This design comes from an exercise in tuning for small area, a short achievable clock period and few clock cycles on the open sky130 flow, not from production work. Where RTL was checked, it was by simulation tests only, not by an equivalence proof against the original. Power and IR drop assume default switching activity.

Design lz11_dec, start of the top module:
module lz11_dec (
    input  wire        clk,
    input  wire        rst,         
    input  wire        start,       
    input  wire [23:0] ilen,        
    output wire        idle,
    output wire        done,        
    output wire [3:0]  err,         
    input  wire        in_valid,
    input  wire [7:0]  in_data,
    output wire        in_ready,
    output wire        out_valid,
    output wire [7:0]  out_data,
    input  wire        out_ready,
    output wire        hist_re,
    output wire [11:0] hist_raddr,
    input  wire [7:0]  hist_rdata,
    output wire        hist_we,
    output wire [11:0] hist_waddr,
    output wire [7:0]  hist_wdata
);
    reg s_idle;              
    reg s_h0;                
    reg s_h1, s_h2, s_h3;    
    reg s_x0, s_x1, s_x2, s_x3;    
    reg s_main;              
    reg s_b23;               
    reg s_b24;               
    reg s_b34;               
    reg s_last;              
    reg s_chk;               
    reg s_copy;              
    reg s_done;              
    reg [23:0] remain;       
    reg        rz;           
  ...
For scale: ~1000 cells after synthesis, roughly 95 I/O pins, ~0.0087 sq mm of cells after synthesis.
export LEC_CHECK = 0
export CAP_MARGIN = 20
export CORE_MARGIN = 2
export CORE_UTILIZATION = 60
export PLACE_DENSITY = 0.7
export SETUP_SLACK_MARGIN = 2.5
export SLEW_MARGIN = 20
create_clock -name core_clock -period 5.0 [get_ports {clk}]
run.sh (not shown) runs the stock make flow with config.mk's settings and CLKGATE_MAP_FILE= SYNTH_SCRIPT=/design/flow/synth_recipe.tcl, a recipe that flattens the netlist after the stock synthesis.
The starting point ran to the end with no violations.
Testbench counts at the start, summed over its fixed seeds: cycles 274,677.
Next try:
--- a/flow/design.v
+++ b/flow/design.v
@@ -32,13 +32,12 @@
     reg s_copy;              
     reg s_done;              
     reg [23:0] remain;       
     reg        rz;           
     reg        short;        
     reg [31:0] left;         
-    reg        l1, l2;       
     reg [11:0] wp;           
     reg        wrapped;      
     reg [7:0]  flags;        
     reg        fle;          
     reg        fref;         
     reg [16:0] cnt;          
@@ -61,12 +60,15 @@
     assign hist_we    = out_valid & out_ready;
     assign hist_waddr = wp;
     assign hist_wdata = out_data;
     assign hist_re    = s_chk | (o_more & out_ready);
     assign hist_raddr = rp;
     wire iv   = in_valid;
+    wire lhz  = (left[31:2] == 30'd0);
+    wire l1   = lhz & (left[1:0] == 2'd1);
+    wire l2   = lhz & (left[1:0] == 2'd2);
     wire take = iv & in_ready;
     wire emit = hist_we;
     wire lit   = !fle & !fref;
     wire tref  = !fle & fref;
     wire fetch = s_x0 | s_x1 | s_x2 | s_x3 | s_main | s_b23 | s_b24 | s_b34 | s_last;
     wire magic = (in_data == 8'h11);
@@ -106,14 +108,15 @@
     wire n_fle    = fl_load ? 1'b0 : fl_shift ? (flags[6:0] == 7'd0) : fle;
     wire n_fref   = fl_load ? in_data[7] : fl_shift ? flags[7] : fref;
     wire n_rz     = (s_idle & start) ? (ilen == 24'd0) :
                     take ? (remain == 24'd1) : rz;
     wire n_short  = (s_idle & start) ? (ilen[23:2] == 22'd0) : short;
     wire n_d1     = n_chk ? (field == 12'd0) : d1;
-    wire n_lastc  = s_chk ? ((cnt == 17'd0) | l1) :
-                    cp_x ? ((cnt == 17'd1) | l2) : lastc;
+    wire cnt0     = (cnt == 17'd0);
+    wire n_lastc  = s_chk ? ((cnt0 & !f3 & !f4) | l1) :
+                    cp_x ? ((cnt == 17'd1) & !f3 & !f4) | l2 : lastc;
     always @(posedge clk) begin
         s_idle <= n_idle | rst;
         s_h0   <= n_h0   & !rst;
         s_h1   <= n_h1   & !rst;
         s_h2   <= n_h2   & !rst;
         s_h3   <= n_h3   & !rst;
@@ -150,30 +153,20 @@
             fle     <= 1'b1;
         end else begin
             if (take)
                 remain <= remain - 24'd1;
             if (emit) begin
                 left    <= left - 32'd1;
-                l1      <= l2;
-                l2      <= (left == 32'd3);
                 wp      <= wp + 12'd1;
                 wrapped <= wrapped | (wp == 12'hfff);
             end
             if (iv) begin
                 if (s_h1 | s_x0) left[7:0]   <= in_data;
                 if (s_h2 | s_x1) left[15:8]  <= in_data;
                 if (s_h3 | s_x2) left[23:16] <= in_data;
                 if (s_x3)        left[31:24] <= in_data;
-                if (s_h3) begin
-                    l1 <= ({in_data, left[15:0]} == 24'd1);
-                    l2 <= ({in_data, left[15:0]} == 24'd2);
-                end
-                if (s_x3) begin
-                    l1 <= ({in_data, left[23:0]} == 32'd1);
-                    l2 <= ({in_data, left[23:0]} == 32'd2);
-                end
             end
         end
         if (fl_load)
             flags <= {in_data[6:0], 1'b1};
         else if (fl_shift)
             flags <= {flags[6:0], 1'b0};
@@ -195,15 +188,20 @@
             cnt[11:0] <= {cnt[7:4], in_data};
         if (s_b34 & iv) begin
             cnt[15:0] <= {cnt[11:0], in_data[7:4]};
             dhi       <= in_data[3:0];
         end
         if (s_last & iv) begin
-            cnt[16:4] <= cnt[16:4] + (f4 ? 13'h11 : f3 ? 13'h1 : 13'h0);
             rp        <= diff[11:0];
             bad       <= !wrapped && diff[12];
         end else if (hist_re)
             rp <= rp + 12'd1;
-        if (cp_x)
-            cnt <= cnt - 17'd1;
+        if (cp_x) begin
+            if (cnt0) begin
+                cnt <= {8'd0, f4, 8'h0f};
+                f3  <= 1'b0;
+                f4  <= 1'b0;
+            end else
+                cnt <= cnt - 17'd1;
+        end
     end
 endmodule
Effect:
- maximum frequency decreases by 4.4%
- sequential power came out higher by about 3%
- design area drops by 2.5%
- final cell count decreases by 3.4%
- worst setup slack loses 120 ps
The RTL of the second run of this note was laid out without a check of its function.

what the ideal ports hide:
How much do the figures lean on ideal ports? The routed layouts below were timed once more, with nothing changed but the port constraints. Step 1 (the two cells are an assumption about what drives the block):
set clk [get_ports {clk}]
set_driving_cell -lib_cell sky130_fd_sc_hd__clkbuf_16 $clk
set_driving_cell -lib_cell sky130_fd_sc_hd__buf_2 [delete_from_list [all_inputs] $clk]
Step 2, shift: input delay + t, output delay - t, t = (earliest + latest rising clock arrival at the registers) / 2. This alone moves slack from input paths to output paths. a / b / c = no drivers / after step 1 / after step 2; a / b = the first two.
run	t, ns	slack for setup (ns)	hold WS [ns]	slew at the worst register clock pin (ns)	worst data-port slew with drivers (ns)
the first run	0.472	2.426 / 2.380 / 2.006	0.484 / 0.484 / 0.484	0.06 / 0.06	0.08
the second run	0.467	2.306 / 2.287 / 1.837	0.472 / 0.472 / 0.472	0.06 / 0.06	0.06
After both steps every run listed still meets setup and hold. The setup slack of the second run, which loses most, moves by -0.019 ns with the drivers and by -0.469 ns with both steps.
